What follows belongs to an exercise in optimizing a design on an open flow for small area; a production flow would make more cautious choices.
Function was checked by simulation only, so behaviour that the tests miss may differ from the original.
Power is estimated from default activity; no workload was simulated.

==> try-amber <==
## ow_slave
module ow_slave (
    input  wire       clk,
    input  wire       rst,
    input  wire       ow_in,
    output wire       ow_oe,
    input  wire       h_valid,
    input  wire [3:0] h_op,
    input  wire [7:0] h_a,
    input  wire [7:0] h_b,
    output reg        h_ack,
    output reg        h_ok,
    output reg  [7:0] h_rdata,
    output wire       busy,
    output wire       crit,
    output wire [2:0] err,
    output wire [7:0] err_cmd,
    output wire       od,
    output wire       attached,
    output wire       dispatched,
    output wire [3:0] phase,
    output wire [2:0] bt
);
Settings: LEC_CHECK=0, CAP_MARGIN=20, CORE_MARGIN=2, CORE_UTILIZATION=40, CTS_BUF_LIST=sky130_fd_sc_hd__clkbuf_16, CTS_CLUSTER_DIAMETER=100, CTS_CLUSTER_SIZE=30, PLACE_DENSITY=0.6, SLEW_MARGIN=20, SYNTH_HIERARCHICAL=1; clock period 12.0 ns.
standard.sh (not shown) runs the stock make flow with config.mk's settings and CLKGATE_MAP_FILE= SYNTH_SCRIPT=/design/flow/synth_recipe.tcl, a recipe that flattens the netlist after the stock synthesis.
==> flow/flow/run.sh <==
#!/bin/bash
# The standard layout (standard.sh), with the port buffers made of the
# smallest buffer cell instead of the default choice. ORFS's output goes to
# standard.log in this folder.
set -euo pipefail
bash standard.sh "BUFFER_PORTS_ARGS=-buffer_cell sky130_fd_sc_hd__buf_1" finish > standard.log 2>&1
==> try-umber: changes against try-amber <==
--- a/flow/design.v
+++ b/flow/design.v
@@ -311,28 +311,28 @@
                         redir[2] <= 2'd0;
                         redir[3] <= 2'd0;
                     end
                     default: ;
                 endcase
             end
         end else begin
+            err_r        <= E_NONE;
+            dispatched_r <= 1'b0;
             case (phase_r)
                 PH_WAIT_RESET: begin
                     if (!ow_in && hi_ok) begin
                         phase_r <= PH_CONFIRM_RESET;
                     end else if (cnt_last) begin
-                        dispatched_r <= 1'b0;
                         phase_r      <= PH_IDLE;
                     end
                 end
                 PH_CONFIRM_RESET: begin
                     if (!ow_in) begin
                         if (cnt_last) begin
                             err_r        <= E_VERY_LONG_RST;
-                            dispatched_r <= 1'b0;
                             phase_r      <= PH_IDLE;
                         end
                     end else if (low_short) begin
                         phase_r <= PH_WAIT_RESET;
                     end else begin
                         phase_r <= PH_PRES_DELAY;
                         if (low_normal) od_r <= 1'b0;
@@ -342,15 +342,14 @@
                 PH_PRES_DRIVE: if (cnt_last) phase_r <= PH_PRES_RELEASE;
                 PH_PRES_RELEASE: begin
                     if (ow_in) begin
                         phase_r <= PH_RX_CMD;
                         bt_r    <= BT_WAIT_HIGH;
                     end else if (cnt_last) begin
                         err_r        <= E_PRESENCE_LOW;
-                        dispatched_r <= 1'b0;
                         phase_r      <= PH_IDLE;
                     end
                 end
                 default: begin
                     case (bt_r)
                         BT_WAIT_HIGH: begin
                             if (ow_in)
@@ -362,15 +361,14 @@
                             if (!ow_in) begin
                                 if (send_phase)
                                     bt_r <= tx_bit ? BT_HOLD : BT_DRIVE;
                                 else
                                     bt_r <= BT_SAMPLE;
                             end else if (cnt_last) begin
                                 err_r        <= (bit_r == 3'd0) ? E_FIRST_BIT_TO : E_SLOT_TIMEOUT;
-                                dispatched_r <= 1'b0;
                                 phase_r      <= PH_IDLE;
                                 bt_r         <= BT_WAIT_HIGH;
                             end
                         end
                         default: begin
                             if (slot_done) begin
                                 bt_r <= BT_WAIT_HIGH;
@@ -378,15 +376,14 @@
                                     case (phase_r)
                                         PH_RX_CMD: begin
                                             if (rx_byte == 8'hCC) begin
                                                 phase_r <= PH_D_RX_CMD;
                                             end else begin
                                                 err_cmd_r    <= rx_byte;
                                                 err_r        <= E_BAD_CMD;
-                                                dispatched_r <= 1'b0;
                                                 phase_r      <= PH_IDLE;
                                             end
                                         end
                                         PH_D_RX_CMD: phase_r <= PH_D_RX_TA1;
                                         PH_D_RX_TA1: phase_r <= PH_D_RX_TA2;
                                         PH_D_RX_TA2: begin
                                             if (rd_ok && !ow_in) begin
Settings changed: CORE_UTILIZATION 40 to 65, PLACE_DENSITY 0.6 to 0.8.
==> try-zinc: changes against try-amber <==
--- a/flow/design.v
+++ b/flow/design.v
@@ -89,27 +89,29 @@
     assign bt         = bt_r;
     wire [7:0] xa     = idle ? h_a : sh;
     wire [1:0] xr     = redir[xa[6:5]];
     wire       xredir = !xa[7] && (xr != 2'd0);
     wire [7:0] xtr    = xredir ? {1'b0, xr, xa[4:0]} : xa;
     wire [6:0] raddr  = idle ? h_a[6:0] : xtr[6:0];
     wire        mem_we = h_valid && idle && (h_op == OP_MEM_WRITE) && !h_a[7];
-    wire [15:0] pA;
-    wire [7:0]  pB;
-    wire [127:0] dec;
+    wire [15:0] nA;
+    wire [7:0]  nB, nBw;
+    wire [127:0] dec, en;
     genvar g, b;
     generate
         for (g = 0; g < 16; g = g + 1) begin : g_pa
-            assign pA[g] = (raddr[6:3] == g) | rst;
+            assign nA[g] = ~((raddr[6:3] == g) | rst);
         end
         for (g = 0; g < 8; g = g + 1) begin : g_pb
-            assign pB[g] = (raddr[2:0] == g) | rst;
+            assign nB[g]  = ~((raddr[2:0] == g) | rst);
+            assign nBw[g] = ~(((raddr[2:0] == g) & mem_we) | rst);
         end
         for (g = 0; g < 128; g = g + 1) begin : g_dec
-            ow_and2 u_d (.a(pA[g >> 3]), .b(pB[g & 7]), .y(dec[g]));
+            ow_nor2 u_d (.a(nA[g >> 3]), .b(nB[g & 7]),  .y(dec[g]));
+            ow_nor2 u_e (.a(nA[g >> 3]), .b(nBw[g & 7]), .y(en[g]));
         end
     endgenerate
     wire [7:0] rd;
     generate
         for (b = 0; b < 8; b = b + 1) begin : g_rd
             wire [41:0] l1;
             for (g = 0; g < 42; g = g + 1) begin : g_l1
@@ -163,19 +165,19 @@
                     h_ok    = 1'b1;
                     h_rdata = xtr;
                 end
                 default: ;
             endcase
         end
     end
-    wire [7:0] mem_d = rst ? 8'hFF : mem_we ? h_b : rd;
+    wire [7:0] mem_d = h_b | {8{rst}};
     generate
         for (g = 0; g < 128; g = g + 1) begin : g_mem
             always @(posedge clk)
-                if (dec[g]) mem[g] <= mem_d;
+                if (en[g]) mem[g] <= mem_d;
         end
     endgenerate
     wire cnt_last = (cnt == 12'd1);
     wire [11:0] cnt_dec = cnt - 12'd1;
     wire ph_wait    = (phase_r == PH_WAIT_RESET);
     wire ph_confirm = (phase_r == PH_CONFIRM_RESET);
     wire ph_delay   = (phase_r == PH_PRES_DELAY);
@@ -412,14 +414,14 @@
                         end
                     endcase
                 end
             endcase
         end
     end
 endmodule
-module ow_and2(input a, b, output y); assign y = a & b; endmodule
+module ow_nor2(input a, b, output y); assign y = ~(a | b); endmodule
 module ow_a222oi(input a1, a2, b1, b2, c1, c2, output y);
     assign y = ~((a1 & a2) | (b1 & b2) | (c1 & c2));
 endmodule
 module ow_rdtail(input [41:0] a, input d0, q0, d1, q1, output y);
     assign y = ~(&a) | (d0 & q0) | (d1 & q1);
 endmodule
==> flow/run.sh (new file) <==
#!/bin/bash
# synth_recipe.tcl (not shown) runs the flow's synth.tcl, then flattens the netlist and writes it again
# the make line also repeats each setting of config.mk as NAME=value (left out here)
make -C /OpenROAD-flow-scripts/flow DESIGN_CONFIG=/design/flow/config.mk WORK_HOME=/design/flow/orfs CLKGATE_MAP_FILE= SYNTH_SCRIPT=/design/flow/synth_recipe.tcl finish
Settings changed: CTS_CLUSTER_SIZE 30 to 25.
removed: flow/flow/run.sh
removed: flow/standard.sh
==> results.txt <==
item	try-amber	try-zinc	try-umber
Status	timing/DRC/antenna clean	timing/DRC/antenna clean	timing/DRC/antenna clean
Internal power of the cells	0.005355 W	0.005411 W	0.005088 W
Total instance count after detailed placement	3776	3923	3221
Critical path launch point	h_a[1]	h_a[1]	h_a[7]
Worst hold-check slack	0.4762 ns	0.4653 ns	0.4622 ns
Number of vias in the routed layout	23.92k	25.69k	24.29k
Cell with the largest stage delay on the worst path	sky130_fd_sc_hd__a21oi_1	sky130_fd_sc_hd__mux2i_1	sky130_fd_sc_hd__a222oi_1
Number of non-clock buffers	84	99	85
Final WS setup	1.583 ns	1.155 ns	1.915 ns
Rel. slew slack	24.88%	28.18%	25.99%
Static leakage	10.61 nW	13.56 nW	12.15 nW
Reg2reg path depth	24	24	22
Origin of the worst min-delay path	err_r[0]$_SDFFE_PP0P_	used[2]$_SDFFE_PP1P_	used[3]$_SDFFE_PP1P_
Initial antenna violation count	7	1	0
Number of global-route vias before repair	22.79k	24.80k	22.75k

[static timing again, ports no longer ideal]
No port has a modelled driver above. Below, the same layouts with a new extraction and two added sets of constraints. Step 1, drivers: a clkbuf_16 drives clk and a buf_2 each remaining input, both assumed. Step 2 adds t to the input delays and takes it off the output delays; t is the mean of the earliest and latest rising clock arrival at the registers after step 1. Input paths then give back, and output paths get back, about the clock's delay inside the block. Slacks: no drivers / after step 1 / after step 2; pairs: no drivers / after step 1.
| run | shift t [ns] | setup WS [ns] | hold WS [ns] | pins driven straight from the clock port |
|---|---|---|---|---|
| try-amber | 0.692 | 1.583 / 1.559 / 1.559 | 0.476 / 0.476 / 0.476 | 1 |
| try-umber | 0.673 | 1.915 / 1.891 / 1.891 | 0.462 / 0.462 / 0.462 | 1 |
| try-zinc | 0.710 | 1.155 / 1.125 / 1.125 | 0.465 / 0.465 / 0.465 | 1 |
After both steps every run listed still meets setup and hold. The setup slack of try-zinc, which loses most, moves by -0.030 ns with the drivers and by -0.030 ns with both steps.
